Background: an optimization exercise with open tools, aiming at small area, a short achievable clock period and few clock cycles per item. Do not read the settings as production practice.
Where RTL was checked, it was by simulation tests only, not by an equivalence proof against the original.
No functional check of the RTL was part of runs 1 to 3.

**flow/flow/run.sh**
```bash
#!/bin/bash
set -euo pipefail
MARGIN=$(cat flow/margin.txt)
bash standard.sh SETUP_SLACK_MARGIN=$MARGIN \
  "CTS_ARGS=-sink_clustering_enable -repair_clock_nets -sink_clustering_size 24 -sink_clustering_max_diameter 70 -dont_use_dummy_load" \
  "BUFFER_PORTS_ARGS=-buffer_cell sky130_fd_sc_hd__buf_4" \
  finish > flow_make.log 2>&1
```
**flow/flow/margin.txt**
```
6.6
```
**flow/standard.sh**
```bash
#!/bin/bash
# synth_recipe.tcl (not shown) runs the flow's synth.tcl, then flattens the netlist and writes it again
# the make line also repeats each setting of config.mk as NAME=value (left out here)
make -C /OpenROAD-flow-scripts/flow DESIGN_CONFIG=/design/flow/config.mk WORK_HOME=/design/flow/orfs CLKGATE_MAP_FILE= SYNTH_SCRIPT=/design/flow/synth_recipe.tcl "${@:-finish}"
```
**flow/config.mk**
```make
export PLATFORM = sky130hd
export DESIGN_NAME = echo_engine
export DESIGN_NICKNAME = echo_engine
export VERILOG_FILES = /design/flow/design.v
export SDC_FILE = /design/flow/constraint.sdc
export NUM_CORES = 4
export LEC_CHECK = 0
export CAP_MARGIN = 20
export CORE_MARGIN = 2
export CORE_UTILIZATION = 40
export CTS_CLUSTER_DIAMETER = 70
export CTS_CLUSTER_SIZE = 24
export PLACE_DENSITY = 0.6
export SLEW_MARGIN = 20
```
**flow/constraint.sdc**
```tcl
create_clock -name core_clock -period 10.5 [get_ports {clk}]
set_input_delay 2.1000 -clock core_clock [delete_from_list [all_inputs] [get_ports {clk}]]
set_output_delay 2.1000 -clock core_clock [all_outputs]
set_load 0.01 [all_outputs]
```
**flow/design.v**
```verilog
module echo_engine (
    input  wire        clk,
    input  wire        rst,         
    input  wire        cfg_we,
    input  wire [4:0]  cfg_addr,
    input  wire [31:0] cfg_wdata,
    output reg         cfg_err,     
    input  wire        in_valid,
    output wire        in_ready,
    input  wire [1:0]  in_op,       
    input  wire [15:0] in_data,
    output wire        out_valid,
    input  wire        out_ready,
    output wire [15:0] out_data
);
    localparam RING_DEPTH  = 64;
    localparam TABLE_DEPTH = 16;
    localparam OP_DELAY = 2'd0;
    localparam OP_TABLE = 2'd1;
    localparam OP_PRBS  = 2'd2;
    localparam OP_NOISE = 2'd3;
    localparam A_CAPACITY    = 5'd0;
    localparam A_NOISE_LEVEL = 5'd1;
    localparam A_LFSR        = 5'd2;
    localparam A_LCG_SEED    = 5'd3;
    localparam A_TABLE_LEN   = 5'd4;
    localparam A_RESTART     = 5'd5;
    localparam A_LCGSTEP     = 5'd6;
    function [30:0] rotl;
        input [30:0] v;
        input integer n;
        begin
            rotl = (v << n) | (v >> (31 - n));
        end
    endfunction
    function [61:0] csa;     
        input [30:0] x, y, z;
        reg [30:0] c;
        begin
            c   = (x & y) | (x & z) | (y & z);
            csa = {x ^ y ^ z, c[29:0], c[30]};
        end
    endfunction
    function [38:0] lcg_next;    
        input [30:0] t;
        input [7:0]  k;
        reg [30:0] sp0, sp1, sp2, s, c, tn;
        reg [61:0] l1a, l1b, l1c, l2a, l2b, l3;
        reg [7:0]  kn;
        reg [30:0] bg, bp, bc;
        integer j;
        begin
            sp0 = {k[4], k[6], k[5], k[5], k[3], k[5], k[4], k[4], k[2], k[4], k[3], k[3], k[1], k[3], k[2], k[2], k[0], k[2], k[1], k[7], k[2], k[1], k[0], k[6], k[1], k[7], k[7], k[5], k[7], k[6], k[6]};
            sp1 = {k[7], k[7], k[7], 1'b0, k[6], k[6], k[6], 1'b0, k[5], k[5], k[5], 1'b0, k[4], k[4], k[4], 1'b0, k[3], k[3], k[3], k[1], 1'b0, k[2], k[2], k[0], 1'b0, k[0], k[1], 1'b0, k[0], k[0], k[0]};
            sp2 = {1'b0, 1'b0, 1'b0, 1'b0, 1'b0, 1'b0, 1'b0, 1'b0, 1'b0, 1'b0, 1'b0, 1'b0, 1'b0, 1'b0, 1'b0, 1'b0, 1'b0, 1'b0, 1'b0, 1'b0, 1'b0, 1'b0, 1'b0, 1'b0, 1'b0, k[1], 1'b0, 1'b0, 1'b0, 1'b0, 1'b0};
            l1a = csa(rotl(t, 14), rotl(t, 9), ~rotl(t, 7));
            l1b = csa(rotl(t, 5),  rotl(t, 3), ~t);
            l1c = csa(sp0, sp1, sp2);
            l2a = csa(l1a[61:31], l1a[30:0], l1b[61:31]);
            l2b = csa(l1b[30:0],  l1c[61:31], l1c[30:0]);
            l3  = csa(l2a[61:31], l2a[30:0], l2b[61:31]);
            {s, c} = csa(l3[61:31], l3[30:0], l2b[30:0]);
            bg = s & c;
            bp = s ^ c;
            for (j = 0; j < 8; j = j + 1) begin
                bc[4*j] = 1'b0;
                if (4*j + 1 < 31)
                    bc[4*j+1] = bg[4*j];
                if (4*j + 2 < 31)
                    bc[4*j+2] = bg[4*j+1] | (bp[4*j+1] & bg[4*j]);
                if (4*j + 3 < 31)
                    bc[4*j+3] = bg[4*j+2] | (bp[4*j+2] & bg[4*j+1]) |
                                (bp[4*j+2] & bp[4*j+1] & bg[4*j]);
            end
            for (j = 0; j < 7; j = j + 1)
                kn[j + 1] = bg[4*j+3] | (bp[4*j+3] & bg[4*j+2]) |
                            (bp[4*j+3] & bp[4*j+2] & bg[4*j+1]) |
                            (bp[4*j+3] & bp[4*j+2] & bp[4*j+1] & bg[4*j]);
            kn[0] = bg[30] | (bp[30] & bg[29]) | (bp[30] & bp[29] & bg[28]);
            tn = bp ^ bc;
            lcg_next = {tn, kn};
        end
    endfunction
    function [30:0] add_eac;
        input [30:0] x, y;
        reg [30:0] p, g, gp, pp, gn, pn, c;
        integer n, d;
        begin
            p  = x ^ y;
            g  = x & y;
            gp = g;
            pp = p;
            for (d = 1; d < 31; d = d * 2) begin
                gn = gp;
                pn = pp;
                for (n = d; n < 31; n = n + 1) begin
                    gn[n] = gp[n] | (pp[n] & gp[n-d]);
                    pn[n] = pp[n] & pp[n-d];
                end
                gp = gn;
                pp = pn;
            end
            c[0] = gp[30];
            for (n = 1; n < 31; n = n + 1)
                c[n] = gp[n-1] | (pp[n-1] & gp[30]);
            add_eac = p ^ c;
        end
    endfunction
    function [30:0] kvec;    
        input [7:0] k;
        integer j;
        begin
            kvec = 31'd0;
            for (j = 0; j < 8; j = j + 1)
                kvec[4*j] = k[j];
        end
    endfunction
    reg cfg_ok;
    always @(*) begin
        cfg_ok = 1'b0;
        if (cfg_addr[4])
            cfg_ok = 1'b1;                                     
        else case (cfg_addr)
            A_CAPACITY:    cfg_ok = cfg_wdata >= 32'd1 && cfg_wdata <= RING_DEPTH;
            A_NOISE_LEVEL: cfg_ok = cfg_wdata >= 32'd1 && cfg_wdata <= 32'd32767;
            A_LFSR:        cfg_ok = cfg_wdata[15:0] != 16'd0;
            A_LCG_SEED:    cfg_ok = cfg_wdata >= 32'd1 && cfg_wdata <= 32'd2147483646;
            A_TABLE_LEN:   cfg_ok = cfg_wdata >= 32'd1 && cfg_wdata <= TABLE_DEPTH;
            A_RESTART:     cfg_ok = 1'b1;
            A_LCGSTEP:     cfg_ok = 1'b1;
            default:       cfg_ok = 1'b0;
        endcase
    end
    wire seed_ok    = !cfg_wdata[31] && cfg_wdata[30:0] != 31'd0 &&
                      cfg_wdata[30:0] != 31'h7FFF_FFFF;                  
    wire wr_seed_addr = cfg_we && cfg_addr == A_LCG_SEED;
    wire wr_lcgstep = cfg_we && cfg_addr == A_LCGSTEP;
    reg        d_we;
    reg [4:0]  d_addr;
    reg [15:0] d_wdata;
    reg        d_z31_16;       
    reg        d_z15_7;        
    wire d_nz6_0  = d_wdata[6:0] != 7'd0;
    wire d_ok_cap = d_z31_16 && d_z15_7 && d_nz6_0 &&
                    !(d_wdata[6] && d_wdata[5:0] != 6'd0);             
    wire d_ok_nl  = d_z31_16 && !d_wdata[15] && d_wdata[14:0] != 15'd0;  
    wire d_ok_lfsr = d_wdata != 16'd0;
    wire d_ok_tlen = d_z31_16 && d_z15_7 && d_wdata[6:5] == 2'd0 &&
                     d_wdata[4:0] != 5'd0 && !(d_wdata[4] && d_wdata[3:0] != 4'd0);  
    wire d_cfg   = d_we && !d_addr[4];
    wire d_wr_cap     = d_cfg && d_addr[3:0] == 4'd0 && d_ok_cap;
    wire d_wr_nl      = d_cfg && d_addr[3:0] == 4'd1 && d_ok_nl;
    wire d_wr_lfsr    = d_cfg && d_addr[3:0] == 4'd2 && d_ok_lfsr;
    wire d_wr_tlen    = d_cfg && d_addr[3:0] == 4'd4 && d_ok_tlen;
    wire d_ring_clear = d_wr_cap || (d_cfg && d_addr[3:0] == 4'd5 && d_wdata[0]);
    wire d_tidx_clear = d_wr_tlen || (d_cfg && d_addr[3:0] == 4'd5 && d_wdata[2]);
    wire d_wr_table   = d_we && d_addr[4];
    reg        rdy;
    reg        a_valid;
    reg        a_delay;        
    reg        a_table;        
    reg        a_prbs;         
    reg        a_noise;        
    reg [15:0] a_x;
    reg        v0, v1, v2;
    reg [15:0] q0, q1, q2;
    assign in_ready  = rdy;
    assign out_valid = v0;
    assign out_data  = q0;
    wire fire = in_valid && rdy;
    wire take = v0 && out_ready;
    wire push = a_valid;
    wire v0_n = take ? (v1 | push)        : (v0 | push);
    wire v1_n = take ? (v2 | (v1 & push)) : (v1 | (v0 & push));
    wire v2_n = take ? (v2 & push)        : (v2 | (v1 & push));
    reg [5:0]  last;           
    reg [5:0]  cnt;            
    reg        full;           
    reg [15:0] s32 [0:31];
    reg [15:0] s16 [0:15];
    reg [15:0] s8  [0:7];
    reg [15:0] s4  [0:3];
    reg [15:0] s2  [0:1];
    reg [15:0] s1;
    reg [15:0] dl;
    reg [3:0]  tlast;          
    reg [3:0]  tidx;
    reg [15:0] tab [0:TABLE_DEPTH-1];
    reg [TABLE_DEPTH-1:0] tvalid;    
    reg [14:0] noise_level;
    reg [15:0] lfsr;
    reg [30:0] lcg_t;          
    reg [7:0]  lcg_k;          
    reg        lcg_owed;       
    wire [15:0] rd = dl;
    wire [16:0] delay_sum = {a_x[15], a_x} + {rd[15], rd};
    reg  [15:0] delay_out;
    always @(*) begin
        if (delay_sum[16] == delay_sum[15])
            delay_out = delay_sum[15:0];
        else if (delay_sum[16])
            delay_out = 16'h8000;
        else
            delay_out = 16'h7FFF;
    end
    wire [15:0] c5 = last[5] ? s32[31] : a_x;
    wire [15:0] c4 = last[4] ? s16[15] : c5;
    wire [15:0] c3 = last[3] ? s8[7]   : c4;
    wire [15:0] c2 = last[2] ? s4[3]   : c3;
    wire [15:0] c1 = last[1] ? s2[1]   : c2;
    wire [15:0] c0 = last[0] ? s1      : c1;
    wire        full_next = full || cnt == last;
    wire [15:0] table_out = tvalid[tidx] ? tab[tidx] : 16'd0;
    wire [3:0]  tidx_next = (tidx == tlast) ? 4'd0 : tidx + 4'd1;
    wire        prbs_fb   = lfsr[15] ^ lfsr[14] ^ lfsr[3] ^ lfsr[1];
    wire [15:0] lfsr_next = {lfsr[14:0], prbs_fb};
    wire [15:0] prbs_out  = prbs_fb ? {1'b0, noise_level} : -{1'b0, noise_level};
    wire [38:0] lcg_step  = lcg_next(lcg_t, lcg_k);
    wire [30:0] lcg_val   = add_eac(lcg_t, kvec(lcg_k));
    wire [15:0] noise_out = {{4{~lcg_val[30]}}, lcg_val[29:18]};
    reg [15:0] result;
    always @(*) begin
        if (a_table)
            result = table_out;
        else if (a_prbs)
            result = prbs_out;
        else if (a_noise)
            result = noise_out;
        else
            result = delay_out;
    end
    integer i;
    always @(posedge clk) begin
        if (rst) begin
            lcg_t    <= 31'd1;
            lcg_k    <= 8'd0;
            lcg_owed <= 1'b1;
        end else if (wr_seed_addr) begin
            if (seed_ok) begin
                lcg_t    <= cfg_wdata[30:0];
                lcg_k    <= 8'd0;
                lcg_owed <= 1'b1;
            end else
                lcg_owed <= lcg_owed || a_noise;
        end else begin
            if (a_noise || lcg_owed || wr_lcgstep)
                {lcg_t, lcg_k} <= lcg_step;
            lcg_owed <= wr_lcgstep && (a_noise || lcg_owed);
        end
    end
    always @(posedge clk) begin
        a_x  <= in_data;
        q0 <= take ? (v1 ? q1 : result) : (v0 ? q0 : result);
        q1 <= take ? (v2 ? q2 : result) : (v1 ? q1 : result);
        q2 <= (v2 && !take) ? q2 : result;
        if (a_delay) begin
            s32[0] <= a_x;
            for (i = 1; i < 32; i = i + 1) s32[i] <= s32[i-1];
            s16[0] <= c5;
            for (i = 1; i < 16; i = i + 1) s16[i] <= s16[i-1];
            s8[0] <= c4;
            for (i = 1; i < 8; i = i + 1) s8[i] <= s8[i-1];
            s4[0] <= c3;
            for (i = 1; i < 4; i = i + 1) s4[i] <= s4[i-1];
            s2[0] <= c2;
            s2[1] <= s2[0];
            s1 <= c1;
        end
        d_addr   <= cfg_addr;
        d_wdata  <= cfg_wdata[15:0];
        d_z31_16 <= cfg_wdata[31:16] == 16'd0;
        d_z15_7  <= cfg_wdata[15:7] == 9'd0;
        for (i = 0; i < TABLE_DEPTH; i = i + 1)
            if (d_wr_table && d_addr[3:0] == i)
                tab[i] <= d_wdata;
    end
    always @(posedge clk) begin
        if (rst) begin
            rdy         <= 1'b1;
            a_valid     <= 1'b0;
            a_delay     <= 1'b0;
            a_table     <= 1'b0;
            a_prbs      <= 1'b0;
            a_noise     <= 1'b0;
            v0          <= 1'b0;
            v1          <= 1'b0;
            v2          <= 1'b0;
            cfg_err     <= 1'b0;
            d_we        <= 1'b0;
            last        <= 6'd0;
            cnt         <= 6'd0;
            full        <= 1'b0;
            dl          <= 16'd0;
            tlast       <= 4'd0;
            tidx        <= 4'd0;
            tvalid      <= {TABLE_DEPTH{1'b0}};
            noise_level <= 15'd1;
            lfsr        <= 16'h0001;
        end else begin
            cfg_err <= cfg_we && !cfg_ok;
            d_we    <= cfg_we;
            a_valid <= fire;
            a_delay <= fire && in_op == OP_DELAY;
            a_table <= fire && in_op == OP_TABLE;
            a_prbs  <= fire && in_op == OP_PRBS;
            a_noise <= fire && in_op == OP_NOISE;
            v0 <= v0_n;
            v1 <= v1_n;
            v2 <= v2_n;
            rdy <= fire ? !v1_n : !v2_n;
            if (a_delay) begin
                full <= full_next;
                dl   <= full_next ? c0 : 16'd0;
                if (!full)
                    cnt <= cnt + 6'd1;
            end
            if (a_table)
                tidx <= tidx_next;
            if (a_prbs)
                lfsr <= lfsr_next;
            if (d_wr_cap)
                last <= d_wdata[5:0] - 6'd1;
            if (d_wr_nl)
                noise_level <= d_wdata[14:0];
            if (d_wr_lfsr)
                lfsr <= d_wdata;
            if (d_wr_tlen)
                tlast <= d_wdata[3:0] - 4'd1;
            if (d_ring_clear) begin
                cnt  <= 6'd0;
                full <= 1'b0;
                dl   <= 16'd0;
            end
            if (d_tidx_clear)
                tidx <= 4'd0;
            for (i = 0; i < TABLE_DEPTH; i = i + 1)
                if (d_wr_table && d_addr[3:0] == i)
                    tvalid[i] <= 1'b1;
        end
    end
endmodule
```
==> flow_metrics.py, run 1 <==
metrics = {
    "layout": {
        "finalNetCount": 3940,
        "area_growth_syn_to_layout_pct": 11.42,
        "mostFrequentLayoutCells": "sky130_fd_sc_hd__edfxtp_1, sky130_fd_sc_hd__inv_1, sky130_fd_sc_hd__nor2_1",
        "final-seq-area_mm2": 0.04285,
        "drive_above_1_share_pct": 17.28,
        "antenna_cells_inserted": 0,
        "most_frequent_standard_cell_in_the_layout_excluding_fill_and_tap_cells": "sky130_fd_sc_hd__edfxtp_1",
        "filler_instances": 12340,
        "finalCoreUtilization_pct": 45.02,
        "multiInputGateArea_mm2": 0.01352,
    },
    "worst_hold_path": {
        "end_of_the_worst_hold_path": "s16[8][5]",
        "timing.hold.worst.start": "s16[7][5]",
        "worstHoldPathCells": 0,
        "worst_hold_path_type": "reg2reg",
    },
    "synthesis": {
        "postSynthAreaPerCell_um2": 16.83,
        "synth.largest_area_cell": "sky130_fd_sc_hd__edfxtp_1",
        "yosys_register_bits": 1486,
        "synth_async_sr_flop_share_pct": 0,
        "synth_top_cells_by_area": "sky130_fd_sc_hd__edfxtp_1, sky130_fd_sc_hd__dfxtp_1, sky130_fd_sc_hd__fa_1, sky130_fd_sc_hd__inv_1, sky130_fd_sc_hd__ha_1",
        "ys_dominant_reg_cell": "sky130_fd_sc_hd__edfxtp_1",
        "synth.lib_cells_used.distinct": 88,
        "number_of_nets_in_the_synthesized_netlist": 3746,
        "synth_sequential_area_ratio_pct": 74.50,
        "mappedNetlistArea_mm2": 0.05734,
        "ys_warnings": 7,
        "cells_after_synthesis": 3408,
        "synthDominantCellAreaShare_pct": 67.87,
        "synth_edf_count": 1296,
    },
    "grt": {
        "grt_overflow_total": 0,
        "first_global_vias": 28020,
        "globalRouteTotalUtil_pct": 15.89,
        "grt_first_pass_wirelength_um": 175600,
        "antenna_found_initial": 7,
        "grt_max_degree": 197,
    },
    "floorplan": {
        "design.core.area_mm2": 0.1419,
        "dieWidth_um": 382.6,
        "fp.dieH_um": 382.6,
        "die_area_mm2": 0.1464,
        "start_util_pct": 40.40,
        "ioPinCount": 79,
        "floorplan.rows": 138,
    },
    "critical_path": {
        "cp.arrival_ns": 4.69,
        "critical_path.endpoint_type": "flop",
        "worst_r2r_endpoint": "lcg_t[7]",
        "cpMaxStageDelayCell": "sky130_fd_sc_hd__fa_1",
        "timing.critical_path.slowest_cell_delay_ns": 0.58,
        "worstSetupPathType": "reg2reg",
        "path_delay_family": "adder cells",
        "worst_ep_required_time_ns": 11.12,
        "ordered_cell_list_for_the_critical_path": "clkinvlp_4 > fa_1 > inv_2 > fa_1 > inv_2 > fa_1 > inv_1 > fa_1 > ha_1 > a21o_1 > a21oi_2 > nor2b_2 > nor3_2 > a21oi_2 > a211oi_1",
        "worst_path_maximum_fanout": 4,
        "critical_path.startpoint_type": "flop",
        "r2r.worst_path.cells": 15,
        "crit_buf_inv": 4,
        "regToRegStartpoint": "lcg_t[22]",
        "critical_path.most_common_cell": "sky130_fd_sc_hd__fa_1",
        "r2r_setup_slack_ns": 6.42,
    },
    "job": {
        "max_cap_viol_count": 0,
    },
    "timing": {
        "worst_hold_slack_ns": 0.3469,
        "clock.fmax_mhz": 245.4,
        "timing_worst_slew_pin_value_ns": 1.084,
        "fin_worst_skew_ns": 0.1188,
        "min_period_ns": 4.075,
        "finalMaxSlewViolations": 0,
        "layout_worst_path_cycle_share_pct": 38.81,
        "rsz0062_at_grt": "yes",
        "report.final.hold_viol_count": 0,
        "final-setup-viol-count": 0,
        "total_negative_setup_slacks_ns": 0,
        "maxSlewHeadroom_pct": 27.06,
    },
    "clock_tree": {
        "htree_levels": 3,
        "cts.sink_count": 1486,
        "holdBufCountCts": 0,
        "clock_tree_from_tritoncts": "built",
        "cts.reportedPaths.clkPinSlew_ns": 0.09,
        "max-clock-path-buffers": 3,
        "clock_latency_ns": 0.73,
        "clockRootBuffer": "sky130_fd_sc_hd__clkbuf_16",
        "cts-buffers-inserted": 89,
    },
    "drt": {
        "drtIter0Drc": 2708,
        "routed_wire_length_per_instance_um": 21.32,
        "routed-via-count": 28420,
        "totalWireLength_um": 117000,
        "firstDrtPassIters": 6,
        "total_drc_errors_in_the_routed_layout": 0,
        "drt.antenna.violating_nets": 0,
        "routed_via_density": 5.177,
    },
    "placed_design": {
        "final_wtd_congestion": 0.8625,
        "port-buffer-count": 78,
        "hpwlAfterDp_um": 73300,
    },
    "status": {
        "run_status": "timing/DRC/antenna clean",
    },
}
[sequential cells by signal, indices dropped and copies added (netlist names), 15 cells and up]
register,flops
tvalid,16
s16,256
dl,16
s1,16
s32,512
s2,32
tab,256
d_wdata,16
s8,128
noise_level,15
q1,16
lcg_t,31
q2,16
a_x,16
s4,64
lfsr,16
q0,16
[Yosys cell counts (7+ instances only)]
cell type	n
sky130_fd_sc_hd__edfxtp_1	1296
sky130_fd_sc_hd__inv_1	323
sky130_fd_sc_hd__nor2_1	254
sky130_fd_sc_hd__dfxtp_1	190
sky130_fd_sc_hd__fa_1	188
sky130_fd_sc_hd__a21oi_1	117
sky130_fd_sc_hd__mux2_2	95
sky130_fd_sc_hd__ha_1	90
sky130_fd_sc_hd__nand2_1	81
sky130_fd_sc_hd__clkbuf_1	77
sky130_fd_sc_hd__a22oi_1	61
sky130_fd_sc_hd__mux2i_1	61
sky130_fd_sc_hd__a211oi_1	57
sky130_fd_sc_hd__nand4_1	37
sky130_fd_sc_hd__o21ai_0	37
sky130_fd_sc_hd__xor2_1	37
sky130_fd_sc_hd__nand3_1	34
sky130_fd_sc_hd__nor3_1	32
sky130_fd_sc_hd__xnor2_1	25
sky130_fd_sc_hd__nor2b_1	22
sky130_fd_sc_hd__a221oi_1	20
sky130_fd_sc_hd__a21o_1	18
sky130_fd_sc_hd__a22o_1	17
sky130_fd_sc_hd__nand2b_1	13
sky130_fd_sc_hd__o21a_1	13
sky130_fd_sc_hd__a31oi_1	12
sky130_fd_sc_hd__buf_2	11
sky130_fd_sc_hd__o211ai_1	10
sky130_fd_sc_hd__o22a_1	10
sky130_fd_sc_hd__o22ai_1	10
sky130_fd_sc_hd__and2_1	9
sky130_fd_sc_hd__nor4_1	9
sky130_fd_sc_hd__a211o_1	8
sky130_fd_sc_hd__and3_1	8
sky130_fd_sc_hd__buf_1	8
sky130_fd_sc_hd__a222oi_1	7
[area by class of cell]
class,count,area share (%)
inverters,325,2.001
repair buffers,202,2.591
well taps,1890,3.701
flip-flops and latches,1486,67.06
clock buffers,89,3.486
multi-input cells,1498,21.16
[cell families (layout without fill, tap and decap cells)]
family | Yosys count | in the layout | synth area share, %
flops | 1486 | 1486 | 74.50
simple gates | 542 | 542 | 4.462
compound gates | 454 | 454 | 5.610
buf+inv | 424 | 616 | 2.826
fa+ha+maj | 279 | 279 | 8.544
mux | 161 | 161 | 3.111
xor+xnor | 62 | 62 | 0.9470
[worst max-delay path by stage]
stage | depth (start not counted) | slack, ns | start | end
floorplan | 6 | 0.33 | a_delay | cnt[5]
global placement | 7 | 5.20 | cfg_wdata[26] | lcg_t[0]
detailed placement | 8 | 5.18 | cfg_wdata[26] | lcg_k[4]
CTS | 15 | 6.42 | lcg_t[21] | lcg_t[23]
global route | 15 | 6.29 | lcg_t[20] | lcg_t[29]
finish | 15 | 6.42 | lcg_t[22] | lcg_t[7]
[stage by stage]
stage	instance area (µm²)	setup WS [ns]	std cells
after floorplan	57440	0.3324	3408
after global placement	60300	5.202	5322
after detailed placement	60300	5.175	5322
after CTS	63650	6.419	5481
after global routing	63890	6.291	5490
final	63890	6.425	5490
[routing by layer]
metal / share of wire (%) / vias up / track usage (%) / wire length [µm]
met1: 47 / 14590 / 24.02 / 54620
li1: - / 12840 / - / -
met3: 6.5 / 171 / 2.799 / 7652
met4: 2.2 / 0 / 4.061 / 2532
met5: 0 / - / 0 / 0
met2: 45 / 821 / 23.72 / 52220
[repair_timing]
action	CTS	global route
pin swaps	124	53
gates resized for setup	189	50
buffers inserted	70	8
endpoints found under the setup margin	49	62
==> inputs of run 2 (changes only) <==
==> flow/flow/run.sh (replaced) <==
#!/bin/bash
# Standard ORFS layout through the standard.sh (the standard synthesis script, so
# the same registers), with these changes to how the layout is made:
#  - clock tree synthesis without dummy loads;
#  - buf_4 cells as the port buffers;
#  - no full or half adder cells from synthesis (abc maps the adders as plain gates).
set -euo pipefail
MARGIN=$(cat flow/margin.txt)
bash standard.sh SETUP_SLACK_MARGIN=$MARGIN \
  "CTS_ARGS=-sink_clustering_enable -repair_clock_nets -sink_clustering_size 24 -sink_clustering_max_diameter 70 -dont_use_dummy_load" \
  "BUFFER_PORTS_ARGS=-buffer_cell sky130_fd_sc_hd__buf_4" \
  ADDER_MAP_FILE= \
  finish > flow_make.log 2>&1
==> run 2 against run 1 <==
Effect of this change:
- clock-buffer cell count rose by 4
- synthesized cell count rose by 7.2%
- sequential share of layout area fell by 0.32 points
- design area rose by 0.33%
- final cell count rose by 4.0%
- global-route usage rose by 1.4 points
- sequential cell count did not move
- first-iteration DRC count rose by 16%
- critical path type unchanged
==> flow_metrics.py, run 2 <==
metrics = {
    "drt": {
        "drt.antenna.violating_nets": 0,
        "routed-via-count": 30730,
        "routed_via_density": 5.385,
        "totalWireLength_um": 130900,
        "total_drc_errors_in_the_routed_layout": 0,
        "firstDrtPassIters": 16,
        "routed_wire_length_per_instance_um": 22.94,
        "drtIter0Drc": 3152,
    },
    "timing": {
        "total_negative_setup_slacks_ns": 0,
        "timing_worst_slew_pin_value_ns": 1.101,
        "min_period_ns": 3.864,
        "final-setup-viol-count": 0,
        "layout_worst_path_cycle_share_pct": 36.80,
        "report.final.hold_viol_count": 0,
        "worst_hold_slack_ns": 0.3786,
        "rsz0062_at_grt": "yes",
        "finalMaxSlewViolations": 0,
        "fin_worst_skew_ns": 0.07832,
        "clock.fmax_mhz": 258.8,
        "maxSlewHeadroom_pct": 26.48,
        "setup_slack_ns": 6.636,
    },
    "critical_path": {
        "critical_path.startpoint_type": "flop",
        "worst_ep_required_time_ns": 11.10,
        "cp.arrival_ns": 4.46,
        "r2r.worst_path.cells": 11,
        "worstSetupPathType": "reg2reg",
        "worst_path_maximum_fanout": 12,
        "critical_path.endpoint_type": "flop",
    },
    "synthesis": {
        "yosys_register_bits": 1486,
        "number_of_nets_in_the_synthesized_netlist": 3715,
        "synthDominantCellAreaShare_pct": 67.22,
        "synth.top_cells.by_count": "sky130_fd_sc_hd__edfxtp_1, sky130_fd_sc_hd__xnor2_1, sky130_fd_sc_hd__nor2_1, sky130_fd_sc_hd__dfxtp_1, sky130_fd_sc_hd__a21oi_1",
        "synth_async_sr_flop_share_pct": 0,
        "cells_after_synthesis": 3655,
        "synth_top_cells_by_area": "sky130_fd_sc_hd__edfxtp_1, sky130_fd_sc_hd__dfxtp_1, sky130_fd_sc_hd__xnor2_1, sky130_fd_sc_hd__maj3_1, sky130_fd_sc_hd__nor2_1",
        "synth_most_common_cell": "sky130_fd_sc_hd__edfxtp_1",
        "synth_edf_count": 1296,
        "mappedNetlistArea_mm2": 0.05790,
        "ys_dominant_reg_cell": "sky130_fd_sc_hd__edfxtp_1",
        "ys_warnings": 7,
        "postSynthAreaPerCell_um2": 15.84,
        "synth.lib_cells_used.distinct": 79,
        "synth.largest_area_cell": "sky130_fd_sc_hd__edfxtp_1",
        "synth_sequential_area_ratio_pct": 73.79,
    },
    "layout": {
        "most_frequent_standard_cell_in_the_layout_excluding_fill_and_tap_cells": "sky130_fd_sc_hd__edfxtp_1",
        "multiInputGateArea_mm2": 0.01465,
        "largest_reg_flops": 512,
        "reg.largest.list": "s32: 512 flops, s16: 256 flops, tab: 256 flops",
        "drive_above_1_share_pct": 13.86,
        "finalNetCount": 3864,
        "final_cell_count_no_fill": 5707,
        "area_growth_syn_to_layout_pct": 10.73,
        "regMostFlops": "s32",
        "final-seq-area_mm2": 0.04279,
        "mostFrequentLayoutCells": "sky130_fd_sc_hd__edfxtp_1, sky130_fd_sc_hd__xnor2_1, sky130_fd_sc_hd__nor2_1",
        "filler_instances": 12700,
    },
    "floorplan": {
        "dieWidth_um": 384.4,
        "floorplan.rows": 139,
        "fp.dieH_um": 384.4,
        "design.core.area_mm2": 0.1437,
        "start_util_pct": 40.30,
        "ioPinCount": 79,
        "die_area_mm2": 0.1478,
    },
    "clock_tree": {
        "cts.sink_count": 1486,
        "max-clock-path-buffers": 3,
        "clock_tree_from_tritoncts": "built",
        "clock_latency_ns": 0.70,
        "clockRootBuffer": "sky130_fd_sc_hd__clkbuf_16",
        "htree_levels": 3,
        "cts.reportedPaths.clkPinSlew_ns": 0.10,
        "holdBufCountCts": 0,
        "cts-buffers-inserted": 93,
    },
    "worst_hold_path": {
        "worstHoldPathCells": 0,
        "worst_hold_path_type": "reg2reg",
    },
    "grt": {
        "first_global_vias": 29240,
        "grt_max_degree": 185,
        "grt_overflow_total": 0,
        "antenna_found_initial": 6,
        "grt_first_pass_wirelength_um": 190600,
        "globalRouteTotalUtil_pct": 17.30,
    },
    "placed_design": {
        "placedCellCount": 5581,
        "final_wtd_congestion": 0.8866,
        "port-buffer-count": 78,
        "place_ws_ns": 5.348,
        "hpwlAfterDp_um": 81770,
    },
    "status": {
        "run_status": "timing/DRC/antenna clean",
    },
    "job": {
        "max_cap_viol_count": 0,
    },
}
[run 2: cell types whose count changed after synthesis, moves of 22 or more]
| cell | change |
|---|---|
| sky130_fd_sc_hd__xor2_1 | +58 |
| sky130_fd_sc_hd__xnor2_1 | +274 |
| sky130_fd_sc_hd__inv_1 | -233 |
| sky130_fd_sc_hd__nand2_1 | +45 |
| sky130_fd_sc_hd__ha_1 | -90 |
| sky130_fd_sc_hd__fa_1 | -188 |
| sky130_fd_sc_hd__o22ai_1 | +41 |
| sky130_fd_sc_hd__xnor3_1 | +31 |
| sky130_fd_sc_hd__maj3_1 | +133 |
| sky130_fd_sc_hd__a22oi_1 | +30 |
| sky130_fd_sc_hd__a211oi_1 | -22 |
| sky130_fd_sc_hd__a21oi_1 | +26 |
| sky130_fd_sc_hd__o21ai_0 | +42 |
[run 2: logic make-up (layout without fill, tap and decap cells)]
| family | count (synthesis) | after routing | synth area share [%] |
|---|---|---|---|
| flops | 1486 | 1486 | 73.79 |
| buf+inv | 240 | 386 | 1.679 |
| fa+ha+maj | 147 | 147 | 2.570 |
| xor+xnor | 434 | 434 | 7.523 |
| simple gates | 625 | 626 | 4.988 |
| compound gates | 576 | 576 | 6.628 |
| mux | 147 | 147 | 2.822 |
| other cells | 0 | 2 | 0 |
[run 2: final cells by class]
cell class                      instances  share of cell area, %
Timing Repair Buffer                  196                  2.424
Multi-Input combinational cell       1930                  22.85
Antenna cell                            2               0.007807
Inverter                               97                 0.6285
Clock buffer                           93                  3.630
Sequential cell                      1486                  66.75
Tap cell                             1903                  3.714
[run 2: per-layer routing]
layer	GRT usage, %	up-vias	part of all wire, %
li1	-	14000	-
met3	2.860	222	6.1
met4	5.635	6	3.2
met1	26.11	15570	48
met2	25.39	933	43
met5	0	-	0.029
[run 2: worst max-delay path, cell delays in order (launching register included)]
cell,delay [ns]
sky130_fd_sc_hd__dfxtp_2,0.60
sky130_fd_sc_hd__inv_1,0.24
sky130_fd_sc_hd__xnor2_1,0.31
sky130_fd_sc_hd__xor3_1,0.41
sky130_fd_sc_hd__maj3_2,0.34
sky130_fd_sc_hd__nor2_2,0.13
sky130_fd_sc_hd__o21ai_2,0.12
sky130_fd_sc_hd__maj3_2,0.34
sky130_fd_sc_hd__a221o_1,0.41
sky130_fd_sc_hd__maj3_2,0.34
sky130_fd_sc_hd__maj3_2,0.33
sky130_fd_sc_hd__a22o_1,0.20
[run 2: path summary, 6_finish.rpt]
| path | from | endpoint | slack, ns |
|---|---|---|---|
| hold / removal | s32[15][14] | s32[16][14] | 0.38 |
| setup / recovery | lcg_t[11] | lcg_k[6] | 6.64 |
| setup reg to reg | lcg_t[11] | lcg_k[6] | 6.64 |
| hold reg to reg | s32[15][14] | s32[16][14] | 0.38 |
[run 2: stage by stage]
| stage | area (µm²) | utilization, % |
|---|---|---|
| 2_1_floorplan | 58070 | - |
| 3_3_place_gp | 61140 | 42.56 |
| 3_5_place_dp | 61140 | 42.56 |
| 4_1_cts | 63610 | 44.28 |
| 5_1_grt | 64100 | 44.62 |
| 6_report | 64110 | 44.63 |
[run 2: timing repair]
item	4_1_cts	5_1_grt
buffers inserted	4	26
resized for setup	40	68
endpoints found under the hold margin	0	0
endpoints found under the setup margin	43	359
pin swaps	1	6
gates cloned	1	0
==> inputs of run 3 (changes only) <==
==> flow/flow/margin.txt (replaced) <==
6.9
==> run 3 against run 2 <==
Effect of this change:
- hold slack worse by 0.022 ns
- final cell count up 1.2%
- sequential cell count unchanged
- clock skew about the same
==> flow_metrics.py, run 3 <==
metrics = {
    "critical_path": {
        "regToRegStartpoint": "lcg_t[20]",
        "critical_path.endpoint_type": "flop",
        "crit_buf_inv": 4,
        "cp.arrival_ns": 4.33,
        "critical_path.most_common_cell": "sky130_fd_sc_hd__buf_6",
        "critPathCapture": "lcg_t[1]",
        "ordered_cell_list_for_the_critical_path": "buf_6 > or4_4 > nor4_4 > nand2_1 > o211ai_1 > buf_6 > clkinvlp_4 > buf_6 > nor2_4 > a21oi_1 > o221a_2",
        "worstSetupPathType": "in2reg",
        "timing.critical_path.slowest_cell_delay_ns": 0.56,
        "critical_path.startpoint_type": "primary input",
        "worst_path_maximum_fanout": 6,
        "path_delay_family": "simple AND/OR/NAND/NOR gates",
        "cpMaxStageDelayCell": "sky130_fd_sc_hd__or4_4",
        "worst_r2r_endpoint": "lcg_k[6]",
        "setup.worst_path.start": "cfg_wdata[3]",
        "r2r.worst_path.cells": 12,
        "r2r_setup_slack_ns": 6.88,
        "critical_path_cell_count": 11,
        "worst_ep_required_time_ns": 11.07,
    },
    "synthesis": {
        "synth.area.mux_share_pct": 2.822,
        "number_of_nets_in_the_synthesized_netlist": 3715,
        "ys_warnings": 7,
        "synth.top_cells.by_count": "sky130_fd_sc_hd__edfxtp_1, sky130_fd_sc_hd__xnor2_1, sky130_fd_sc_hd__nor2_1, sky130_fd_sc_hd__dfxtp_1, sky130_fd_sc_hd__a21oi_1",
        "fraction_of_the_mapped_netlist_area_in_simple_logic_gates_pct": 4.988,
        "synth.lib_cells_used.distinct": 79,
        "synth.largest_area_cell": "sky130_fd_sc_hd__edfxtp_1",
        "synth_async_sr_flop_share_pct": 0,
        "yosys_register_bits": 1486,
        "synth_top_cells_by_area": "sky130_fd_sc_hd__edfxtp_1, sky130_fd_sc_hd__dfxtp_1, sky130_fd_sc_hd__xnor2_1, sky130_fd_sc_hd__maj3_1, sky130_fd_sc_hd__nor2_1",
        "synth_most_common_cell": "sky130_fd_sc_hd__edfxtp_1",
        "mappedNetlistArea_mm2": 0.05790,
        "cells_after_synthesis": 3655,
        "combinational_family_with_the_most_area_after_synthesis": "XOR/XNOR gates",
        "synth_edf_count": 1296,
        "synth_xor_xnor_area_share_pct": 7.523,
        "ys_dominant_reg_cell": "sky130_fd_sc_hd__edfxtp_1",
        "synthDominantCellAreaShare_pct": 67.22,
        "synth_sequential_area_ratio_pct": 73.79,
        "synth_compound_gate_area_share_pct": 6.628,
        "postSynthAreaPerCell_um2": 15.84,
        "synth-adder-area-share_pct": 2.570,
    },
    "layout": {
        "antenna_cells_inserted": 0,
        "finalNetCount": 3933,
        "filler_instances": 12560,
        "most_frequent_standard_cell_in_the_layout_excluding_fill_and_tap_cells": "sky130_fd_sc_hd__edfxtp_1",
        "regMostFlops": "s32",
        "drive_above_1_share_pct": 18.57,
        "mostFrequentLayoutCells": "sky130_fd_sc_hd__edfxtp_1, sky130_fd_sc_hd__xnor2_1, sky130_fd_sc_hd__nor2_1",
        "final_design_area_no_fill_mm2": 0.06537,
        "area_growth_syn_to_layout_pct": 12.92,
        "finalCoreUtilization_pct": 45.51,
        "reg.largest.list": "s32: 512 flops, s16: 256 flops, tab: 256 flops",
        "largest_reg_flops": 512,
    },
    "drt": {
        "totalWireLength_um": 131400,
        "total_drc_errors_in_the_routed_layout": 0,
        "routed_wire_length_per_instance_um": 22.75,
        "firstDrtPassIters": 18,
        "routed-via-count": 31210,
        "drt.antenna.violating_nets": 0,
        "drtIter0Drc": 3236,
        "routed_via_density": 5.406,
    },
    "timing": {
        "min_period_ns": 3.760,
        "layout_worst_path_cycle_share_pct": 35.81,
        "final-setup-viol-count": 0,
        "timing_worst_slew_pin_value_ns": 1.126,
        "total_negative_setup_slacks_ns": 0,
        "report.final.hold_viol_count": 0,
        "clock.fmax_mhz": 265.9,
        "finalMaxSlewViolations": 0,
        "maxSlewHeadroom_pct": 24.84,
        "fin_worst_skew_ns": 0.07875,
        "rsz0062_at_grt": "yes",
    },
    "floorplan": {
        "die_area_mm2": 0.1478,
        "dieWidth_um": 384.4,
        "ioPinCount": 79,
        "design.core.area_mm2": 0.1437,
        "floorplan.rows": 139,
        "fp.dieH_um": 384.4,
        "start_util_pct": 40.30,
    },
    "clock_tree": {
        "holdBufCountCts": 0,
        "clock_tree_from_tritoncts": "built",
        "clockRootBuffer": "sky130_fd_sc_hd__clkbuf_16",
        "max-clock-path-buffers": 3,
        "cts.sink_count": 1486,
        "clock_latency_ns": 0.72,
        "htree_levels": 3,
        "cts.reportedPaths.clkPinSlew_ns": 0.09,
        "cts-buffers-inserted": 88,
    },
    "placed_design": {
        "placedInstanceArea_mm2": 0.06106,
        "hpwlAfterDp_um": 82080,
        "port-buffer-count": 78,
        "final_wtd_congestion": 0.8831,
    },
    "grt": {
        "antenna_found_initial": 8,
        "globalRouteTotalUtil_pct": 17.35,
        "grt_overflow_total": 0,
        "grt_max_degree": 222,
        "first_global_vias": 29420,
        "grt_first_pass_wirelength_um": 190600,
    },
    "job": {
        "max_cap_viol_count": 0,
    },
    "worst_hold_path": {
        "worst_hold_path_type": "reg2reg",
    },
    "status": {
        "run_status": "timing/DRC/antenna clean",
    },
}
run 3: cell counts after synthesis:
No cell type changed its count.
run 3: worst min-delay path by stage:
stage           startpoint           to  slack (ns)  cells past startpoint
2_1_floorplan    s16[9][0]   s16[10][0]        0.40                      0
3_3_place_gp   s32[23][14]  s32[24][14]        0.40                      0
3_5_place_dp     s16[9][6]   s16[10][6]        0.40                      0
4_1_cts         s32[1][10]   s32[2][10]        0.35                      0
5_1_grt         s32[1][10]   s32[2][10]        0.35                      0
6_report        s32[1][10]   s32[2][10]        0.36                      0
run 3: area by class of cell:
cell class	instances	area, µm²	share of cell area, %
repair buffers	269	2277	3.483
clock buffers	88	2202	3.368
well taps	1903	2381	3.642
flip-flops and latches	1486	42810	65.49
multi-input cells	1931	15280	23.37
inverters	97	425.4	0.6507
run 3: logic make-up after synthesis:
kind of cell	Yosys count
flops	1486
buf+inv	240
simple gates	625
mux	147
fa+ha+maj	147
xor+xnor	434
compound gates	576
run 3: what timing repair did:
item,in CTS,in global routing
gates cloned,3,0
setup endpoints to repair,70,85
buffers inserted,72,43
pin swaps,24,39
resized for setup,159,127
run 3: metal layers:
metal | GRT usage, % | part of all wire, %
met1 | 24.97 | 45
met2 | 25.14 | 43
met3 | 4.473 | 8.2
met4 | 6.684 | 3.5
met5 | 0 | 0.035
run 3: stage by stage:
step	setup slack (ns)	hold slack, ns	cells
floorplan	0.3649	0.4003	3655
CTS	6.890	0.3528	5730
global placement	5.266	0.4003	5567
finish	6.740	0.3566	5774
global route	6.735	0.3506	5774
detailed placement	5.244	0.4045	5567
==> inputs of run 4 (changes only) <==
--- a/flow/design.v
+++ b/flow/design.v
@@ -231,13 +231,9 @@
     end
     integer i;
     always @(posedge clk) begin
-        if (rst) begin
-            lcg_t    <= 31'd1;
-            lcg_k    <= 8'd0;
-            lcg_owed <= 1'b1;
-        end else if (wr_seed_addr) begin
-            if (seed_ok) begin
-                lcg_t    <= cfg_wdata[30:0];
+        if (rst || wr_seed_addr) begin
+            if (rst || seed_ok) begin
+                lcg_t    <= rst ? 31'd1 : cfg_wdata[30:0];
                 lcg_k    <= 8'd0;
                 lcg_owed <= 1'b1;
             end else
==> flow/flow/margin.txt (replaced) <==
6.75
==> run 4 against run 3 <==
Effect of this change:
- final cell count increased by 0.94%
- synthesized cell count grew 1.9%
- clock skew grew 0.064 ns
==> flow_metrics.py, run 4 <==
metrics = {
    "status": {
        "run_status": "timing/DRC/antenna clean",
    },
    "synthesis": {
        "fraction_of_the_mapped_netlist_area_in_simple_logic_gates_pct": 5.800,
        "synth_async_sr_flop_share_pct": 0,
        "synth_edf_count": 1335,
        "synth-adder-area-share_pct": 1.883,
        "ys_dominant_reg_cell": "sky130_fd_sc_hd__edfxtp_1",
        "synthDominantCellAreaShare_pct": 68.09,
        "synth_most_common_cell": "sky130_fd_sc_hd__edfxtp_1",
        "synth_xor_xnor_area_share_pct": 7.746,
        "synth.lib_cells_used.distinct": 99,
        "synth_sequential_area_ratio_pct": 73.23,
        "number_of_nets_in_the_synthesized_netlist": 3785,
        "synth_top_cells_by_area": "sky130_fd_sc_hd__edfxtp_1, sky130_fd_sc_hd__dfxtp_1, sky130_fd_sc_hd__xnor2_1, sky130_fd_sc_hd__nor2_1, sky130_fd_sc_hd__mux2_2",
        "combinational_family_with_the_most_area_after_synthesis": "XOR/XNOR gates",
        "synth.area.mux_share_pct": 2.788,
        "yosys_register_bits": 1486,
        "mappedNetlistArea_mm2": 0.05887,
        "synth.largest_area_cell": "sky130_fd_sc_hd__edfxtp_1",
        "synth.top_cells.by_count": "sky130_fd_sc_hd__edfxtp_1, sky130_fd_sc_hd__nor2_1, sky130_fd_sc_hd__xnor2_1, sky130_fd_sc_hd__nand2_1, sky130_fd_sc_hd__dfxtp_1",
        "synth_compound_gate_area_share_pct": 6.911,
        "ys_warnings": 7,
        "postSynthAreaPerCell_um2": 15.81,
        "cells_after_synthesis": 3725,
    },
    "layout": {
        "mostFrequentLayoutCells": "sky130_fd_sc_hd__edfxtp_1, sky130_fd_sc_hd__nor2_1, sky130_fd_sc_hd__xnor2_1",
        "reg.largest.list": "s32: 512 flops, s16: 256 flops, tab: 256 flops",
        "largest_reg_flops": 512,
        "regMostFlops": "s32",
        "most_frequent_standard_cell_in_the_layout_excluding_fill_and_tap_cells": "sky130_fd_sc_hd__edfxtp_1",
        "filler_instances": 12710,
        "finalNetCount": 3971,
        "drive_above_1_share_pct": 15.32,
        "area_growth_syn_to_layout_pct": 11.05,
    },
    "timing": {
        "clock.fmax_mhz": 266.1,
        "rsz0062_at_grt": "yes",
        "min_period_ns": 3.759,
        "timing_worst_slew_pin_value_ns": 1.167,
        "total_negative_setup_slacks_ns": 0,
        "layout_worst_path_cycle_share_pct": 35.80,
        "finalMaxSlewViolations": 0,
        "fin_worst_skew_ns": 0.1429,
        "maxSlewHeadroom_pct": 22.07,
        "report.final.hold_viol_count": 0,
        "final-setup-viol-count": 0,
    },
    "clock_tree": {
        "cts.sink_count": 1486,
        "htree_levels": 3,
        "clock_latency_ns": 0.75,
        "cts.reportedPaths.clkPinSlew_ns": 0.08,
        "cts-buffers-inserted": 93,
        "clockRootBuffer": "sky130_fd_sc_hd__clkbuf_16",
        "clock_tree_from_tritoncts": "built",
        "max-clock-path-buffers": 3,
    },
    "floorplan": {
        "start_util_pct": 40.35,
        "die_area_mm2": 0.1503,
        "floorplan.rows": 140,
        "dieWidth_um": 387.6,
        "ioPinCount": 79,
        "design.core.area_mm2": 0.1459,
        "fp.dieH_um": 387.6,
    },
    "job": {
        "max_cap_viol_count": 0,
    },
    "critical_path": {
        "timing.critical_path.slowest_cell_delay_ns": 0.54,
        "r2r.worst_path.cells": 12,
        "worst_path_maximum_fanout": 23,
        "cpMaxStageDelayCell": "sky130_fd_sc_hd__a2111oi_2",
        "worstSetupPathType": "reg2reg",
        "ordered_cell_list_for_the_critical_path": "buf_4 > xnor2_1 > or3_1 > nor4_1 > nand4_1 > a21oi_1 > a21oi_2 > o21ai_0 > a211oi_1 > a2111oi_2 > nor2_1 > o22ai_1",
        "worst_ep_required_time_ns": 10.93,
        "cp.arrival_ns": 4.19,
        "critical_path.endpoint_type": "flop",
        "critical_path.startpoint_type": "flop",
    },
    "placed_design": {
        "port-buffer-count": 78,
        "hpwlAfterDp_um": 77030,
        "final_wtd_congestion": 0.8418,
    },
    "grt": {
        "grt_max_degree": 197,
        "first_global_vias": 29800,
        "antenna_found_initial": 6,
        "grt_overflow_total": 0,
        "globalRouteTotalUtil_pct": 16.38,
        "grt_first_pass_wirelength_um": 187200,
    },
    "drt": {
        "drt.antenna.violating_nets": 0,
        "routed-via-count": 31010,
        "drtIter0Drc": 2992,
        "routed_via_density": 5.321,
        "totalWireLength_um": 125800,
        "routed_wire_length_per_instance_um": 21.58,
        "total_drc_errors_in_the_routed_layout": 0,
        "firstDrtPassIters": 5,
    },
    "worst_hold_path": {
        "worst_hold_path_type": "reg2reg",
        "worstHoldPathCells": 0,
    },
}
==> run 4: cell count changes after synthesis, sizes merged, moves of 18 or more <==
cell,previous run,this run
a22o,17,38
a22oi,91,58
buf,50,78
clkbuf,93,75
dfxtp,190,151
edfxtp,1296,1335
inv,92,60
maj3,147,108
nand2,126,196
nor2,260,297
o21ai,84,104
o22ai,51,23
==> run 4: critical path, delay by kind of cell (launching register included) <==
kind | cells | cell delay (ns)
compound gates | 6 | 1.45
xor+xnor | 1 | 0.16
buf+inv | 1 | 0.25
flops | 1 | 0.35
simple gates | 4 | 1.28
==> run 4: cell type report <==
class                      count  area, µm²  area share, %
multi-input combinational   2024      15200          23.25
tap                         1917       2399          3.669
antenna                        2      5.005       0.007655
inverter                      62      236.5         0.3617
timing repair buffer         244       2073          3.171
clock buffer                  93       2327          3.560
sequential                  1486      43130          65.98
==> run 4: logic make-up (layout without fill, tap and decap cells) <==
logic type / after synthesis / after routing
AO/OA/AOI/OAI: 589 / 589
XOR/XNOR: 432 / 432
adder cells (fa/ha/maj): 108 / 108
buffers and inverters: 215 / 399
flip-flops: 1486 / 1486
multiplexers: 147 / 147
other: 0 / 2
AND/OR/NAND/NOR: 748 / 748
==> run 4: what timing repair did <==
action                     in CTS  in global routing
gates resized for setup        19                 45
pin swaps                       1                  7
hold buffers                    0                  0
buffers inserted               79                 11
setup endpoints to repair     174                203
==> run 4: final timing paths <==
kind / slack (ns) / to / from
hold / removal: 0.31 / s32[2][1] / s32[1][1]
setup / recovery: 6.74 / q0[9] / lcg_k[3]
setup reg to reg: 6.74 / q0[9] / lcg_k[3]
hold reg to reg: 0.31 / s32[2][1] / s32[1][1]
==> run 4: routing by layer <==
layer / track usage (%) / vias to the layer above / wire length (µm)
met5: 0 / - / 12
met4: 4.801 / 2 / 3550
met3: 2.752 / 207 / 6873
met2: 24.81 / 806 / 55490
met1: 24.22 / 15670 / 59850
li1: - / 14320 / -
==> run 4: through the flow <==
step	utilization (%)	hold slack [ns]	area, µm²	setup WS, ns	std cells
final	44.81	0.3086	65380	6.741	5828
after global routing	44.80	0.3172	65370	6.639	5826
after CTS	44.58	0.2986	65050	6.639	5815
after detailed placement	42.43	0.4045	61910	6.024	5643
after global placement	42.43	0.4002	61910	6.013	5643
after floorplan	-	0.4003	58950	0.3645	3725
Testbench counts of run 4, summed over its fixed seeds: cycles 32,976, items 32,000.
==> inputs of run 5 (changes only) <==
==> flow/flow/margin.txt (replaced) <==
7.05
==> run 5 against run 4 <==
Effect of this change:
- still clean
- wire length increased by 2.5%
- first-iteration DRC count decreased by 2.3%
- fmax increased by 6.1%
- die area unchanged
- non-clock buffer count increased by 131
- clock-buffer cell count unchanged
- sequential share of layout area decreased by 2.4 points
- hold slack about the same
==> flow_metrics.py, run 5 <==
metrics = {
    "synthesis": {
        "yosys_register_bits": 1486,
        "ys_warnings": 7,
        "synthDominantCellAreaShare_pct": 68.09,
        "synth_async_sr_flop_share_pct": 0,
        "synth.largest_area_cell": "sky130_fd_sc_hd__edfxtp_1",
        "synth_top_cells_by_area": "sky130_fd_sc_hd__edfxtp_1, sky130_fd_sc_hd__dfxtp_1, sky130_fd_sc_hd__xnor2_1, sky130_fd_sc_hd__nor2_1, sky130_fd_sc_hd__mux2_2",
        "postSynthAreaPerCell_um2": 15.81,
        "cells_after_synthesis": 3725,
        "mappedNetlistArea_mm2": 0.05887,
        "synth_edf_count": 1335,
        "number_of_nets_in_the_synthesized_netlist": 3785,
        "synth_sequential_area_ratio_pct": 73.23,
        "synth_most_common_cell": "sky130_fd_sc_hd__edfxtp_1",
        "synth.top_cells.by_count": "sky130_fd_sc_hd__edfxtp_1, sky130_fd_sc_hd__nor2_1, sky130_fd_sc_hd__xnor2_1, sky130_fd_sc_hd__nand2_1, sky130_fd_sc_hd__dfxtp_1",
        "ys_dominant_reg_cell": "sky130_fd_sc_hd__edfxtp_1",
        "synth.lib_cells_used.distinct": 99,
    },
    "placed_design": {
        "hpwlAfterDp_um": 77030,
        "placedCellCount": 5643,
        "placedInstanceArea_mm2": 0.06191,
        "final_wtd_congestion": 0.8418,
        "port-buffer-count": 78,
    },
    "grt": {
        "globalRouteTotalUtil_pct": 16.51,
        "grt_max_degree": 197,
        "first_global_vias": 30200,
        "grt_first_pass_wirelength_um": 188900,
        "grt_overflow_total": 0,
        "antenna_found_initial": 6,
    },
    "critical_path": {
        "regToRegStartpoint": "lcg_t[14]",
        "cp.arrival_ns": 1.44,
        "timing.critical_path.slowest_cell_delay_ns": 0.53,
        "worst_ep_required_time_ns": 8.40,
        "path_delay_family": "flip-flops",
        "cpMaxStageDelayCell": "sky130_fd_sc_hd__edfxtp_1",
        "critical_path.startpoint_type": "flop",
        "critical_path_cell_count": 1,
        "r2r_setup_slack_ns": 6.96,
        "worstSetupPathType": "reg2out",
        "critPathCapture": "out_data[1]",
        "worst_path_maximum_fanout": 1,
        "ordered_cell_list_for_the_critical_path": "buf_6",
        "r2r.worst_path.cells": 11,
        "setup.worst_path.start": "q0[1]",
        "critical_path.endpoint_type": "primary output",
        "worst_r2r_endpoint": "lcg_t[27]",
        "crit_buf_inv": 1,
    },
    "timing": {
        "clock.fmax_mhz": 282.4,
        "fin_worst_skew_ns": 0.1422,
        "maxSlewHeadroom_pct": 29.67,
        "rsz0062_at_grt": "yes",
        "layout_worst_path_cycle_share_pct": 33.72,
        "report.final.hold_viol_count": 0,
        "min_period_ns": 3.541,
        "timing_worst_slew_pin_value_ns": 1.055,
        "finalMaxSlewViolations": 0,
        "final-setup-viol-count": 0,
        "total_negative_setup_slacks_ns": 0,
    },
    "floorplan": {
        "fp.dieH_um": 387.6,
        "ioPinCount": 79,
        "die_area_mm2": 0.1503,
        "dieWidth_um": 387.6,
        "floorplan.rows": 140,
        "design.core.area_mm2": 0.1459,
        "start_util_pct": 40.35,
    },
    "clock_tree": {
        "clockRootBuffer": "sky130_fd_sc_hd__clkbuf_16",
        "cts.sink_count": 1486,
        "htree_levels": 3,
        "clock_latency_ns": 0.75,
        "clock_tree_from_tritoncts": "built",
        "cts.reportedPaths.clkPinSlew_ns": 0.08,
        "holdBufCountCts": 0,
        "cts-buffers-inserted": 93,
        "max-clock-path-buffers": 3,
    },
    "layout": {
        "finalCoreUtilization_pct": 46.50,
        "final_design_area_no_fill_mm2": 0.06785,
        "drive_above_1_share_pct": 22.60,
        "regMostFlops": "s32",
        "finalNetCount": 4102,
        "largest_reg_flops": 512,
        "final-seq-area_mm2": 0.04317,
        "final_cell_count_no_fill": 5959,
        "reg.largest.list": "s32: 512 flops, s16: 256 flops, tab: 256 flops",
        "multiInputGateArea_mm2": 0.01637,
        "area_growth_syn_to_layout_pct": 15.25,
        "most_frequent_standard_cell_in_the_layout_excluding_fill_and_tap_cells": "sky130_fd_sc_hd__edfxtp_1",
        "filler_instances": 12500,
        "mostFrequentLayoutCells": "sky130_fd_sc_hd__edfxtp_1, sky130_fd_sc_hd__buf_4, sky130_fd_sc_hd__nor2_1",
    },
    "drt": {
        "firstDrtPassIters": 5,
        "total_drc_errors_in_the_routed_layout": 0,
        "routed-via-count": 31770,
        "totalWireLength_um": 128900,
        "routed_wire_length_per_instance_um": 21.63,
        "drtIter0Drc": 2923,
        "drt.antenna.violating_nets": 0,
        "routed_via_density": 5.331,
    },
    "worst_hold_path": {
        "worst_hold_path_type": "reg2reg",
    },
    "status": {
        "run_status": "timing/DRC/antenna clean",
    },
    "job": {
        "max_cap_viol_count": 0,
    },
}
run 5: cells by family after synthesis:
family                   count (synthesis)  synth area share [%]
flip-flops                            1486                 73.23
AND/OR/NAND/NOR                        748                 5.800
AO/OA/AOI/OAI                          589                 6.911
XOR/XNOR                               432                 7.746
buffers and inverters                  215                 1.645
multiplexers                           147                 2.788
adder cells (fa/ha/maj)                108                 1.883
run 5: per-layer routing:
metal	global-route usage, %	wire length, µm
met3	2.701	6604
met1	24.31	60810
met4	5.128	3647
met5	0	12
met2	25.08	57790
run 5: layout make-up:
class | instances | area share, %
Inverter | 62 | 0.3504
Antenna cell | 2 | 0.007376
Multi-Input combinational cell | 2024 | 24.13
Tap cell | 1917 | 3.535
Timing Repair Buffer | 375 | 4.927
Sequential cell | 1486 | 63.62
Clock buffer | 93 | 3.430
run 5: worst min path at each step:
stage | start | to | slack, ns | cells past startpoint
global route | s32[1][1] | s32[2][1] | 0.32 | 0
detailed placement | s16[9][7] | s16[10][7] | 0.40 | 0
global placement | s32[0][10] | s32[1][10] | 0.40 | 0
CTS | s32[1][1] | s32[2][1] | 0.30 | 0
finish | s32[1][1] | s32[2][1] | 0.31 | 0
floorplan | s16[9][0] | s16[10][0] | 0.40 | 0
run 5: through the flow:
stage          hold slack, ns  worst slack, ns
2_1_floorplan          0.4003           0.3645
3_3_place_gp           0.4002            6.013
3_5_place_dp           0.4045            6.024
4_1_cts                0.2986            6.866
5_1_grt                0.3172            6.861
6_report               0.3082            6.959
run 5: worst reg2reg max path, stage by stage, from the launching register on:
cell and delay [ns]:
sky130_fd_sc_hd__edfxtp_1 0.47, sky130_fd_sc_hd__buf_6 0.17, sky130_fd_sc_hd__xnor3_2 0.41, sky130_fd_sc_hd__buf_4 0.15
sky130_fd_sc_hd__maj3_2 0.36, sky130_fd_sc_hd__maj3_2 0.34, sky130_fd_sc_hd__o21ai_1 0.24, sky130_fd_sc_hd__xnor2_2 0.12
sky130_fd_sc_hd__maj3_2 0.34, sky130_fd_sc_hd__maj3_2 0.34, sky130_fd_sc_hd__xnor2_2 0.17, sky130_fd_sc_hd__a22o_1 0.18
run 5: what timing repair did:
action | CTS | global route
cloned | 1 | 3
resized for setup | 162 | 209
endpoints found under the setup margin | 368 | 368
buffers inserted | 127 | 89
pin swaps | 50 | 135
==> inputs of run 6 (changes only) <==
==> flow/flow/margin.txt (replaced) <==
6.9
==> run 6 against run 5 <==
Effect of this change:
- critical path type is now reg2reg
- via count is 0.93% lower
- synthesized area stayed put
- non-clock buffer count is 73 lower
- fmax is 0.84% lower
- utilization is 0.93 points lower
==> flow_metrics.py, run 6 <==
metrics = {
    "status": {
        "run_status": "timing/DRC/antenna clean",
    },
    "floorplan": {
        "dieWidth_um": 387.6,
        "fp.dieH_um": 387.6,
        "die_area_mm2": 0.1503,
        "design.core.area_mm2": 0.1459,
        "floorplan.rows": 140,
        "start_util_pct": 40.35,
    },
    "job": {
        "max_cap_viol_count": 0,
    },
    "placed_design": {
        "port-buffer-count": 78,
        "hpwlAfterDp_um": 77030,
    },
    "synthesis": {
        "postSynthAreaPerCell_um2": 15.81,
        "synth_sequential_area_ratio_pct": 73.23,
        "yosys_register_bits": 1486,
        "synth.top_cells.by_count": "sky130_fd_sc_hd__edfxtp_1, sky130_fd_sc_hd__nor2_1, sky130_fd_sc_hd__xnor2_1, sky130_fd_sc_hd__nand2_1, sky130_fd_sc_hd__dfxtp_1",
        "synth.area.mux_share_pct": 2.788,
        "synth_xor_xnor_area_share_pct": 7.746,
        "synth_most_common_cell": "sky130_fd_sc_hd__edfxtp_1",
        "cells_after_synthesis": 3725,
        "synth_top_cells_by_area": "sky130_fd_sc_hd__edfxtp_1, sky130_fd_sc_hd__dfxtp_1, sky130_fd_sc_hd__xnor2_1, sky130_fd_sc_hd__nor2_1, sky130_fd_sc_hd__mux2_2",
        "combinational_family_with_the_most_area_after_synthesis": "XOR/XNOR gates",
        "ys_dominant_reg_cell": "sky130_fd_sc_hd__edfxtp_1",
        "synth_compound_gate_area_share_pct": 6.911,
        "synth.lib_cells_used.distinct": 99,
        "synth_edf_count": 1335,
        "synth_async_sr_flop_share_pct": 0,
    },
    "clock_tree": {
        "clockRootBuffer": "sky130_fd_sc_hd__clkbuf_16",
        "cts.reportedPaths.clkPinSlew_ns": 0.09,
        "htree_levels": 3,
        "max-clock-path-buffers": 3,
        "cts-buffers-inserted": 93,
        "clock_tree_from_tritoncts": "built",
        "cts.sink_count": 1486,
    },
    "critical_path": {
        "cp.arrival_ns": 4.14,
        "critical_path.startpoint_type": "flop",
        "ordered_cell_list_for_the_critical_path": "or4_1 > or3_1 > or4_1 > nor4_1 > nand2b_1 > o31ai_1 > a21oi_1 > a21oi_2 > o21ai_0 > a31o_1",
        "worst_ep_required_time_ns": 11.07,
        "worst_path_maximum_fanout": 6,
        "setup.worst_path.start": "noise_level[0]",
        "timing.critical_path.slowest_cell_delay_ns": 0.59,
    },
    "drt": {
        "routed_via_density": 5.346,
        "routed-via-count": 31470,
        "totalWireLength_um": 127400,
    },
    "timing": {
        "layout_worst_path_cycle_share_pct": 34.01,
        "final-setup-viol-count": 0,
        "total_negative_setup_slacks_ns": 0,
        "rsz0062_at_grt": "yes",
        "report.final.hold_viol_count": 0,
        "finalMaxSlewViolations": 0,
        "fin_worst_skew_ns": 0.1408,
        "maxSlewHeadroom_pct": 14.97,
        "min_period_ns": 3.571,
        "timing_worst_slew_pin_value_ns": 1.274,
    },
    "layout": {
        "reg.largest.list": "s32: 512 flops, s16: 256 flops, tab: 256 flops",
        "most_frequent_standard_cell_in_the_layout_excluding_fill_and_tap_cells": "sky130_fd_sc_hd__edfxtp_1",
        "mostFrequentLayoutCells": "sky130_fd_sc_hd__edfxtp_1, sky130_fd_sc_hd__nor2_1, sky130_fd_sc_hd__buf_4",
        "final_design_area_no_fill_mm2": 0.06649,
        "largest_reg_flops": 512,
        "regMostFlops": "s32",
        "area_growth_syn_to_layout_pct": 12.94,
        "drive_above_1_share_pct": 18.63,
        "finalNetCount": 4029,
    },
    "worst_hold_path": {
        "worst_hold_path_type": "reg2reg",
    },
    "grt": {
        "grt_overflow_total": 0,
        "grt_first_pass_wirelength_um": 187400,
        "globalRouteTotalUtil_pct": 16.39,
        "first_global_vias": 29830,
        "antenna_found_initial": 6,
        "grt_busiest_layer": "met2",
    },
}
[run 6: what timing repair did]
item | CTS | global route
gates cloned | 0 | 1
endpoints found under the setup margin | 347 | 237
pin swaps | 6 | 67
resized for setup | 41 | 148
buffers inserted | 85 | 62
[run 6: cell type report]
cell class,count,area [µm²]
multi-input combinational,2024,15750
fill,12600,79420
inverter,62,237.7
sequential,1486,43150
antenna,2,5.005
timing repair buffer,302,2629
tap,1917,2399
clock buffer,93,2327
[run 6: logic make-up after synthesis]
group | after synthesis
xor gates and xnor gates | 432
DFF | 1486
buffers and inverters | 215
AOI/OAI and AO/OA | 589
and+or+nand+nor | 748
muxes | 147
adders and majority gates | 108
[run 6: critical path, delay by kind of cell (launching register included)]
family,cells,cell delay (ns)
and+or+nand+nor,5,1.98
AOI/OAI and AO/OA,5,1.10
DFF,1,0.36
[run 6: stage by stage]
stage | setup slack (ns) | hold slack (ns) | utilization [%] | cells
floorplan | 0.3645 | 0.4003 | - | 3725
global placement | 6.013 | 0.4002 | 42.43 | 5643
detailed placement | 6.024 | 0.4045 | 42.43 | 5643
CTS | 6.722 | 0.2986 | 44.69 | 5821
global route | 6.808 | 0.3172 | 45.57 | 5884
finish | 6.929 | 0.3101 | 45.57 | 5886
[run 6: path summary, 6_finish.rpt]
kind / to / slack, ns / depth (start not counted)
worst max register to register: q1[15] / 6.93 / 10
worst min-delay path: s32[2][1] / 0.31 / 0
worst min register to register: s32[2][1] / 0.31 / 0
worst max-delay path: q1[15] / 6.93 / 10
[run 6: per-layer routing]
metal / wire length (µm) / vias to the layer above
met4: 3264 / 2
met1: 60410 / 16030
li1: - / 14450
met5: 12 / -
met3: 6773 / 205
met2: 56940 / 784

## port drivers added, routing unchanged
In the flow no input, the clock included, has a driving cell. The finished layouts below were timed again as built, in two steps. Step 1 assumes that a clkbuf_16 drives the clock port and a buf_2 every other input. Step 2 adds t to the input delays and takes it off the output delays; t is the mean of the earliest and latest rising clock arrival at the registers after step 1. Input paths then give back, and output paths get back, about the clock's delay inside the block. Slacks: no drivers / after step 1 / after step 2; pairs: no drivers / after step 1.
run	t, ns	setup WS [ns]	worst setup path after step 2	slew at the worst register clock pin (ns)
run 1	0.737	6.425 / 6.425 / 5.975	input to register	0.10 / 0.10
run 2	0.748	6.636 / 6.636 / 5.998	input to register	0.10 / 0.10
run 3	0.760	6.740 / 6.788 / 6.028	input to register	0.10 / 0.10
run 4	0.758	6.741 / 6.741 / 6.271	input to register	0.09 / 0.09
run 5	0.757	6.959 / 6.880 / 6.391	input to register	0.09 / 0.09
run 6	0.756	6.929 / 6.885 / 6.249	input to register	0.09 / 0.09
After both steps setup and hold are still met in every run listed. The setup slack of run 3, which loses most, moves by +0.048 ns with the drivers and by -0.712 ns with both steps.
